Source: an optimization exercise on an open RTL-to-GDS flow (aim: small area, a short achievable clock period and few clock cycles). Production flows keep margins and buffers that such runs may drop.
The RTL was checked by simulation tests, not by an equivalence proof against the original design.

## v10
==> flow/design.v (excerpt) <==
module x86rs_mmu #(
    parameter NT = 8,       
    parameter N2 = 6        
) (
    input  wire        clk,
    input  wire        rst,             
    input  wire        req_valid,
    output reg         req_ready,
    input  wire [1:0]  req_op,          
    input  wire [1:0]  req_kind,        
    input  wire        req_user,        
    input  wire [63:0] req_opa,
    output reg         resp_valid,
    output reg  [1:0]  resp_status,     
    output wire [51:0] resp_pa,
    output reg         mem_req,
    output wire [51:3] mem_addr,
    input  wire        mem_gnt,
    input  wire        mem_rvalid,
    input  wire [63:0] mem_rdata
);
    localparam OP_TRANSLATE = 2'd0;
    localparam OP_WRROOT    = 2'd1;
    localparam OP_INVPG     = 2'd2;
    localparam KIND_FETCH = 2'd0;
    localparam KIND_WRITE = 2'd2;
    localparam RS_OK = 2'd0;
    localparam RS_PF = 2'd1;
    localparam RS_GP = 2'd2;
    localparam IT = (NT > 1) ? $clog2(NT) : 1;
    localparam I2 = (N2 > 1) ? $clog2(N2) : 1;
    function permits;
        input w, u, x;
        input [1:0] kind;
        input user;
        begin
            permits = 1'b1;
            if (user && !u) permits = 1'b0;
            if (kind == KIND_WRITE && !w) permits = 1'b0;
            if (kind == KIND_FETCH && !x) permits = 1'b0;
        end
    endfunction
    reg  [51:12] root;
    reg  [51:12] fb;                    
    reg  [11:0]  off;                   
    reg  [8:0]   ridx;                  
    assign resp_pa  = {fb, off};
    assign mem_addr = {fb, ridx};
    reg          look;                  
    reg          mwait;                 
    reg  [1:0]   level;                 
    reg          pw, pu, px;            
    reg  [1:0]   c_kind;
    reg          c_user;
    reg  [51:12] c_la;                  
    reg          c_inv;                 
    reg          c_wrroot;              
    reg          c_canon;               
    reg  [NT-1:0] c_tfill;              
    reg          t_act;                 
    reg          p_act;                 
    reg  [NT-1:0] c_tidxv;              
  ...
Size: roughly 3000 cells after synthesis, roughly 1100 flip-flops, about 240 I/O pins.
Settings: LEC_CHECK=0, ABC_CLOCK_PERIOD_IN_PS=3000, CAP_MARGIN=20, CORE_MARGIN=2, CORE_UTILIZATION=55, CTS_CLUSTER_DIAMETER=60, CTS_CLUSTER_SIZE=24, PLACE_DENSITY=0.7, SETUP_SLACK_MARGIN=5, SLEW_MARGIN=20; clock period 8.0 ns.
standard.sh (not shown) runs the stock make flow with config.mk's settings and CLKGATE_MAP_FILE= SYNTH_SCRIPT=/design/flow/synth_recipe.tcl, a recipe that flattens the netlist after the stock synthesis.
==> flow/flow/run.sh <==
#!/bin/bash
# The standard layout, with the port buffers made of buf_4 cells instead of
# the buffer that buffer_ports picks by default. Everything else is the standard flow's
# standard flow (standard.sh), whose full output goes to standard.log.
set -o pipefail
export BUFFER_PORTS_ARGS="-buffer_cell sky130_fd_sc_hd__buf_4"
bash standard.sh > standard.log 2>&1
Testbench counts of v10, summed over its fixed seeds: cycles 180,570.
Input changes introduced in v29 (baseline for comparison: v10):
diff --git a/flow/design.v b/flow/design.v
--- a/flow/design.v
+++ b/flow/design.v
@@ -68,23 +68,21 @@
     reg          p2_v    [0:N2-1];
     reg  [47:21] p2_tag  [0:N2-1];
     reg  [51:12] p2_base [0:N2-1];
     reg          p2_w    [0:N2-1];
     reg          p2_u    [0:N2-1];
     reg          p2_x    [0:N2-1];
-    reg  [I2-1:0] p_age [0:N2-1];       
-    reg  [I2-1:0] u_age;
+    reg  [N2-1:0] p_ref;                
     reg          tlb_v   [0:NT-1];
     reg  [I2-1:0] tlb_ptr [0:NT-1];     
     reg  [20:12] tlb_idx [0:NT-1];
     reg  [51:12] tlb_pfn [0:NT-1];     
     reg          tlb_w   [0:NT-1];
     reg          tlb_u   [0:NT-1];
     reg          tlb_x   [0:NT-1];
-    reg  [IT-1:0] t_age [0:NT-1];       
-    reg  [IT-1:0] ut_age;
+    reg  [NT-1:0] t_ref;                
     wire req_canonical = (req_opa[63:47] == {17{1'b0}}) || (req_opa[63:47] == {17{1'b1}});
     reg  [N2-1:0] p_hitv;
     reg  [NT-1:0] t_idxv;
     integer       i;
     always @* begin
         for (i = 0; i < N2; i = i + 1)
@@ -126,19 +124,17 @@
                 p_w = p_w | p2_w[i];
                 p_u = p_u | p2_u[i];
                 p_x = p_x | p2_x[i];
             end
         t_vict = {IT{1'b0}};
         for (i = NT - 1; i >= 0; i = i - 1)
-            if (t_age[i] == NT - 1) t_vict = i[IT-1:0];
-        for (i = NT - 1; i >= 0; i = i - 1)
-            if (!tlb_v[i]) t_vict = i[IT-1:0];
+            if (!(tlb_v[i] && t_ref[i])) t_vict = i[IT-1:0];
         p_vict = {N2{1'b0}};
         p_vidx = {I2{1'b0}};
         for (i = N2 - 1; i >= 0; i = i - 1)
-            if (p_age[i] == N2 - 1) begin
+            if (!(p2_v[i] && p_ref[i])) begin
                 p_vict = {{(N2-1){1'b0}}, 1'b1} << i;
                 p_vidx = i[I2-1:0];
             end
     end
     wire t_hit = |l_thitv;
     wire p_hit = |l_phitv;
@@ -216,14 +212,14 @@
             req_ready <= 1'b1;
             mem_req   <= 1'b0;
             mwait     <= 1'b0;
             t_act     <= 1'b0;
             p_act     <= 1'b0;
             root      <= 40'd0;
-            for (i = 0; i < NT; i = i + 1) t_age[i] <= i[IT-1:0];
-            for (i = 0; i < N2; i = i + 1) p_age[i] <= i[I2-1:0];
+            t_ref     <= {NT{1'b0}};
+            p_ref     <= {N2{1'b0}};
             u_thitv   <= {NT{1'b0}};
             u_phitv   <= {N2{1'b0}};
             for (i = 0; i < NT; i = i + 1) tlb_v[i] <= 1'b0;
             for (i = 0; i < N2; i = i + 1) p2_v[i] <= 1'b0;
         end else begin
             if (req_ready && req_valid) begin
@@ -254,28 +250,16 @@
             end
             if (c_wrroot) begin
                 root <= c_la;
                 for (i = 0; i < NT; i = i + 1) tlb_v[i] <= 1'b0;
                 for (i = 0; i < N2; i = i + 1) p2_v[i] <= 1'b0;
             end
-            if (|u_thitv) begin
-                ut_age = {IT{1'b0}};
-                for (i = 0; i < NT; i = i + 1)
-                    if (u_thitv[i]) ut_age = ut_age | t_age[i];
-                for (i = 0; i < NT; i = i + 1)
-                    if (u_thitv[i]) t_age[i] <= {IT{1'b0}};
-                    else if (t_age[i] < ut_age) t_age[i] <= t_age[i] + 1'b1;
-            end
-            if (|u_phitv) begin
-                u_age = {I2{1'b0}};
-                for (i = 0; i < N2; i = i + 1)
-                    if (u_phitv[i]) u_age = u_age | p_age[i];
-                for (i = 0; i < N2; i = i + 1)
-                    if (u_phitv[i]) p_age[i] <= {I2{1'b0}};
-                    else if (p_age[i] < u_age) p_age[i] <= p_age[i] + 1'b1;
-            end
+            if (|u_thitv)
+                t_ref <= ((t_ref | u_thitv) == {NT{1'b1}}) ? u_thitv : (t_ref | u_thitv);
+            if (|u_phitv)
+                p_ref <= ((p_ref | u_phitv) == {N2{1'b1}}) ? u_phitv : (p_ref | u_phitv);
             u_thitv <= (look && c_canon) ? l_thitv : {NT{1'b0}};
             u_phitv <= (look && c_canon) ? l_phitv : {N2{1'b0}};
             if (c_inv && c_canon)
                 for (i = 0; i < NT; i = i + 1)
                     if (c_thitv[i]) tlb_v[i] <= 1'b0;
             if (look) begin
The total clock sinks in v29 sits 2.5% below the value recorded for v10. Compared v29 vs v10, and post-synthesis adder-cell area fraction is down in v29. v10 → v29: design area now smaller; number of buffers and inverters on the critical path now larger. Looking only at synthesized-area fraction occupied by and/or/nand/nor cells, and setting everything else aside, the lower value of v29 and v10 goes to v10. v29 gives more count of inverters other than clock inverters in the layout than v10 did. The capturing element of the worst setup path comes out mem_addr[49] in one run and resp_status[0] in the other, namely in v29 and v10 respectively. Sort v29 and v10 by overall die width, ascending, and v29 comes first. Delta (v29 minus v10): portion of the clock cycle consumed by the worst path in the final layout went down 1.5 points, worst setup slack up 120 ps, average wire length per cell after detail routing has decreased. Run comparison: v29 slowest cell on the critical path edfxtp_1; v10 slowest cell on the critical path dfxtp_1.
Testbench counts of v29, summed over its fixed seeds: cycles 190,346.

## afterwards: timing with drivers on the ports
The flow's constraints put no driver on any port. The routed layouts listed below were extracted and timed again, unchanged, in two steps. Step 1 (the two cells are an assumption about what drives the block):
set clk [get_ports {clk}]
set_driving_cell -lib_cell sky130_fd_sc_hd__clkbuf_16 $clk
set_driving_cell -lib_cell sky130_fd_sc_hd__buf_2 [delete_from_list [all_inputs] $clk]
Step 2 also shifts input and output timing later by t, the mid clock arrival at the registers, as if the neighbouring blocks saw the same clock. Slacks: no drivers / after step 1 / after step 2; pairs: no drivers / after step 1.
run | shift t [ns] | setup WS [ns] | worst setup path at the end
v10 | 0.723 | 4.905 / 4.876 / 4.401 | input to register
v29 | 0.710 | 5.026 / 4.955 / 4.442 | input to register
After both steps setup and hold are still met in every run listed. The setup slack of v29, which loses most, moves by -0.071 ns with the drivers and by -0.584 ns with both steps.
